This design comes from an exercise in tuning for small area on the open sky130 flow, not from production work.
Only simulation tests tie the RTL to the original design; equivalence was not proved.
No driver is modelled on the clock port, so clocking that relies on it looks cheaper here than on a real chip.
Power figures rest on the tool's default switching activity, not on a simulated workload.

Design bdm_engine, start of the top module:
module bdm_engine (
    input  wire        clk,
    input  wire        rst,         
    input  wire        req_valid,
    input  wire [3:0]  req_op,
    input  wire [31:0] req_a,
    input  wire [31:0] req_d,
    output wire        busy,
    output wire        done,
    output reg  [1:0]  ts,
    output reg  [3:0]  res_kind,
    output reg  [3:0]  res_cause,
    output reg  [31:0] res_data,
    output wire        dsclk,
    output reg         dsi,
    output wire        bkpt_n,
    output wire        tgt_rst_n,
    input  wire        dso
);
    localparam [2:0] F_IDLE  = 3'b000;
    localparam [2:0] F_DONE  = 3'b001;
    localparam [2:0] F_START = 3'b010;
    localparam [2:0] F_RST   = 3'b011;
    localparam [2:0] F_SYNC  = 3'b100;
    localparam [2:0] F_OUT   = 3'b101;
    localparam [2:0] F_DATA  = 3'b110;
    localparam [2:0] F_RESP  = 3'b111;
    localparam [4:0] C_IDLE = 5'b01010;    
    localparam [4:0] C_TICK = 5'b00111;
    reg [2:0]  F;
    reg [4:0]  c;
    reg [5:0]  k;
    reg [2:0]  op_r;
    reg [1:0]  q;         
    reg [31:0] X;         
    wire idle = (F == F_IDLE);
    wire tick = (c == C_TICK);
    wire acc  = idle & req_valid & ~req_op[3];
    wire s_start = (F == F_START);
    wire s_rst   = (F == F_RST);
    wire s_sync  = (F == F_SYNC);
    wire s_out   = (F == F_OUT);
    wire s_data  = (F == F_DATA);
    wire s_resp  = (F == F_RESP);
    wire bkpt_on = s_sync & ~k[4] & ~k[3];
    assign busy      = F[2] | F[1];
    assign done      = (F == F_DONE);
    assign bkpt_n    = ~bkpt_on;
    assign tgt_rst_n = ~(s_rst & ~k[0]);
    assign dsclk     = F[2] & ~bkpt_on & (c[4:1] == 4'b1111);
    wire op_sync  = (op_r == 3'd1);
    wire is_enter = (op_r == 3'd2);
    wire is_mem   = (op_r == 3'd3) | (op_r == 3'd4);
  ...
export LEC_CHECK = 0
export ABC_AREA = 1
export CAP_MARGIN = 20
export CORE_MARGIN = 2
export CORE_UTILIZATION = 65
export PLACE_DENSITY = 0.85
export SLEW_MARGIN = 20
create_clock -name core_clock -period 5.0 [get_ports {clk}]
standard.sh (not shown) runs the stock make flow with config.mk's settings and CLKGATE_MAP_FILE= SYNTH_SCRIPT=/design/flow/synth_recipe.tcl, a recipe that flattens the netlist after the stock synthesis.
==> flow/flow/run.sh <==
#!/bin/bash
# Layout flow: the standard ORFS flow with three changes that only
# affect area:
#  - synthesis maps with an area-only ABC script (flow/my_synth.tcl);
#  - the port buffers are the smallest buffer, sky130_fd_sc_hd__buf_1;
#  - the clock tree is built by flow/clock_tree.tcl before TritonCTS runs:
#    the clock port drives one small root buffer, which drives a grid of
#    leaf clock buffers, each for a region of the flip-flops. TritonCTS
#    is then only pointed at the clock port's net, which it leaves alone.
# Each tool's output goes to its own log in this folder and under orfs/logs.
set -euo pipefail
W=$PWD
export MY_ABC_SCRIPT=$W/flow/area.abc
export MY_CLK_BUF=sky130_fd_sc_hd__clkbuf_8 MY_CLK_COLS=5 MY_CLK_ROWS=1 MY_ROOT_BUF=sky130_fd_sc_hd__clkbuf_1
make -C "$FLOW_HOME" DESIGN_CONFIG=$W/config.mk WORK_HOME=$W/orfs CLKGATE_MAP_FILE= \
  SYNTH_SCRIPT=$W/flow/my_synth.tcl \
  "BUFFER_PORTS_ARGS=-buffer_cell sky130_fd_sc_hd__buf_1" \
  PRE_CTS_TCL=$W/flow/clock_tree.tcl "CTS_ARGS=-clk_nets clk" \
  finish > $W/make_finish.log 2>&1
R=$W/orfs/results/$FLOW_PLATFORM/bdm_engine/base
: # left out here: write the final layout as DEF
==> flow/flow/clock_tree.tcl <==
# Clock distribution for this small design: the clock port drives one root
# clock buffer (MY_ROOT_BUF), which drives a few leaf clock buffers
# (MY_CLK_BUF), each driving the clock pins of the flip-flops in one region
# of the core. TritonCTS is then pointed only at the clock port's net, which
# has a single sink, so it adds nothing.
set block [ord::get_db_block]
set db [ord::get_db]
set master [$db findMaster $::env(MY_CLK_BUF)]
set rmaster [$db findMaster $::env(MY_ROOT_BUF)]
set clknet [$block findNet clk]
set sinks {}
foreach it [$clknet getITerms] {
  set ii [$it getInst]
  if {[[$ii getMaster] isSequential]} {
    set b [$ii getBBox]
    lappend sinks [list $it [expr {([$b xMin] + [$b xMax]) / 2}] [expr {([$b yMin] + [$b yMax]) / 2}]]
  }
}
set n [llength $sinks]
set xs [lmap s $sinks {lindex $s 1}]; set ys [lmap s $sinks {lindex $s 2}]
set dx [expr {[tcl::mathfunc::max {*}$xs] - [tcl::mathfunc::min {*}$xs]}]
set dy [expr {[tcl::mathfunc::max {*}$ys] - [tcl::mathfunc::min {*}$ys]}]
# a grid of MY_CLK_COLS strips along the longer side, each cut into
# MY_CLK_ROWS pieces, every piece with about the same number of flip-flops
set cols $::env(MY_CLK_COLS)
set rows $::env(MY_CLK_ROWS)
set k1 [expr {$dx >= $dy ? 1 : 2}]
set k2 [expr {3 - $k1}]
set sorted [lsort -integer -index $k1 $sinks]
set groups {}
for {set ci 0} {$ci < $cols} {incr ci} {
  set strip [lrange $sorted [expr {$ci * $n / $cols}] [expr {($ci + 1) * $n / $cols - 1}]]
  set strip [lsort -integer -index $k2 $strip]
  set m [llength $strip]
  for {set ri 0} {$ri < $rows} {incr ri} {
    lappend groups [lrange $strip [expr {$ri * $m / $rows}] [expr {($ri + 1) * $m / $rows - 1}]]
  }
}
set nbuf [llength $groups]
set rootnet [odb::dbNet_create $block clk_root_net]
$rootnet setSigType CLOCK
set root [odb::dbInst_create $block $rmaster clk_root_buf]
[$root findITerm A] connect $clknet
[$root findITerm X] connect $rootnet
set cx 0; set cy 0
set gi 0
foreach g $groups {
  set net [odb::dbNet_create $block clk_leaf_net_$gi]
  $net setSigType CLOCK
  set inst [odb::dbInst_create $block $master clk_leaf_buf_$gi]
  set sx 0; set sy 0
  foreach s $g {
    set it [lindex $s 0]
    $it disconnect
    $it connect $net
    set sx [expr {$sx + [lindex $s 1]}]; set sy [expr {$sy + [lindex $s 2]}]
  }
  [$inst findITerm A] connect $rootnet
  [$inst findITerm X] connect $net
  set lx [expr {$sx / [llength $g]}]; set ly [expr {$sy / [llength $g]}]
  $inst setLocation $lx $ly
  $inst setPlacementStatus PLACED
  set cx [expr {$cx + $lx}]; set cy [expr {$cy + $ly}]
  puts "clock leaf buffer $gi drives [llength $g] clock pins"
  incr gi
}
$root setLocation [expr {$cx / $nbuf}] [expr {$cy / $nbuf}]
$root setPlacementStatus PLACED
detailed_placement
Other scripts of this flow, unchanged in this note and not shown: flow/flow/area.abc, flow/flow/my_synth.tcl
Change:
--- a/flow/flow/run.sh
+++ b/flow/flow/run.sh
@@ -14 +14 @@
-export MY_CLK_BUF=sky130_fd_sc_hd__clkbuf_8 MY_CLK_COLS=5 MY_CLK_ROWS=1 MY_ROOT_BUF=sky130_fd_sc_hd__clkbuf_1
+export MY_CLK_BUF=sky130_fd_sc_hd__clkbuf_8 MY_CLK_COLS=3 MY_CLK_ROWS=2 MY_ROOT_BUF=sky130_fd_sc_hd__clkbuf_1
Settings changed: CORE_UTILIZATION 65 to 40, PLACE_DENSITY 0.85 to 0.6.
Routed wire length rose by a few percent.
Cell area rose slightly.
Worst hold slack loses 120 ps.
Global-route usage fell by 11 points.
Total power rose slightly.
Synthesized area is unchanged.
Fmax fell by a few percent.
Combinational power fell slightly.
Sequential power barely changes.
Worst setup slack loses 240 ps.
Change:
--- a/flow/flow/run.sh
+++ b/flow/flow/run.sh
@@ -14 +14 @@
-export MY_CLK_BUF=sky130_fd_sc_hd__clkbuf_8 MY_CLK_COLS=3 MY_CLK_ROWS=2 MY_ROOT_BUF=sky130_fd_sc_hd__clkbuf_1
+export MY_CLK_BUF=sky130_fd_sc_hd__clkbuf_16 MY_CLK_COLS=3 MY_CLK_ROWS=1 MY_ROOT_BUF=sky130_fd_sc_hd__clkbuf_1
After rerunning: Via count barely changes; die area is unchanged; power came out lower by 0.37%; sequential power hardly moves; fmax rises by 5.1%; setup slack gains 180 ps; register-to-register slack hardly moves; final area barely changes.
Change:
--- a/flow/flow/run.sh
+++ b/flow/flow/run.sh
@@ -14 +14 @@
-export MY_CLK_BUF=sky130_fd_sc_hd__clkbuf_16 MY_CLK_COLS=3 MY_CLK_ROWS=1 MY_ROOT_BUF=sky130_fd_sc_hd__clkbuf_1
+export MY_CLK_BUF=sky130_fd_sc_hd__clkbuf_16 MY_CLK_COLS=2 MY_CLK_ROWS=2 MY_ROOT_BUF=sky130_fd_sc_hd__clkbuf_1
After rerunning:
- sequential cell count is unchanged
- clock skew stays flat
- via count fell by 0.44%
- clock power climbs by 12%
- global-route usage stays flat
- critical path depth does not change
- routed wire length drops by 0.41%
- setup slack degrades by 100 ps
- power goes up by 1.4%
- synthesized area is unchanged
- worst hold slack degrades by 12 ps

[static timing again, ports no longer ideal]
In the flow no input, the clock included, has a driving cell. The finished layouts below were timed again as built, in two steps.
Step 1 (the two cells are an assumption about what drives the block):
set clk [get_ports {clk}]
set_driving_cell -lib_cell sky130_fd_sc_hd__clkbuf_16 $clk
set_driving_cell -lib_cell sky130_fd_sc_hd__buf_2 [delete_from_list [all_inputs] $clk]
Step 2 also shifts input and output timing later by t, the mid clock arrival at the registers, as if the neighbouring blocks saw the same clock.
a / b / c = ideal / step 1 / step 2; a / b = the first two.
run | t (ns) | setup slack, ns | latest minus earliest clock arrival (ns) | pins driven straight from the clock port
the first run | 0.583 | 1.416 / 1.389 / 1.815 | 0.009 / 0.009 | 1
the second run | 0.827 | 1.173 / 1.143 / 1.970 | 0.022 / 0.022 | 1
the third run | 0.648 | 1.357 / 1.329 / 1.977 | 0.013 / 0.012 | 1
the fourth run | 0.752 | 1.255 / 1.226 / 1.979 | 0.012 / 0.011 | 1
After both steps every run listed still meets setup and hold.
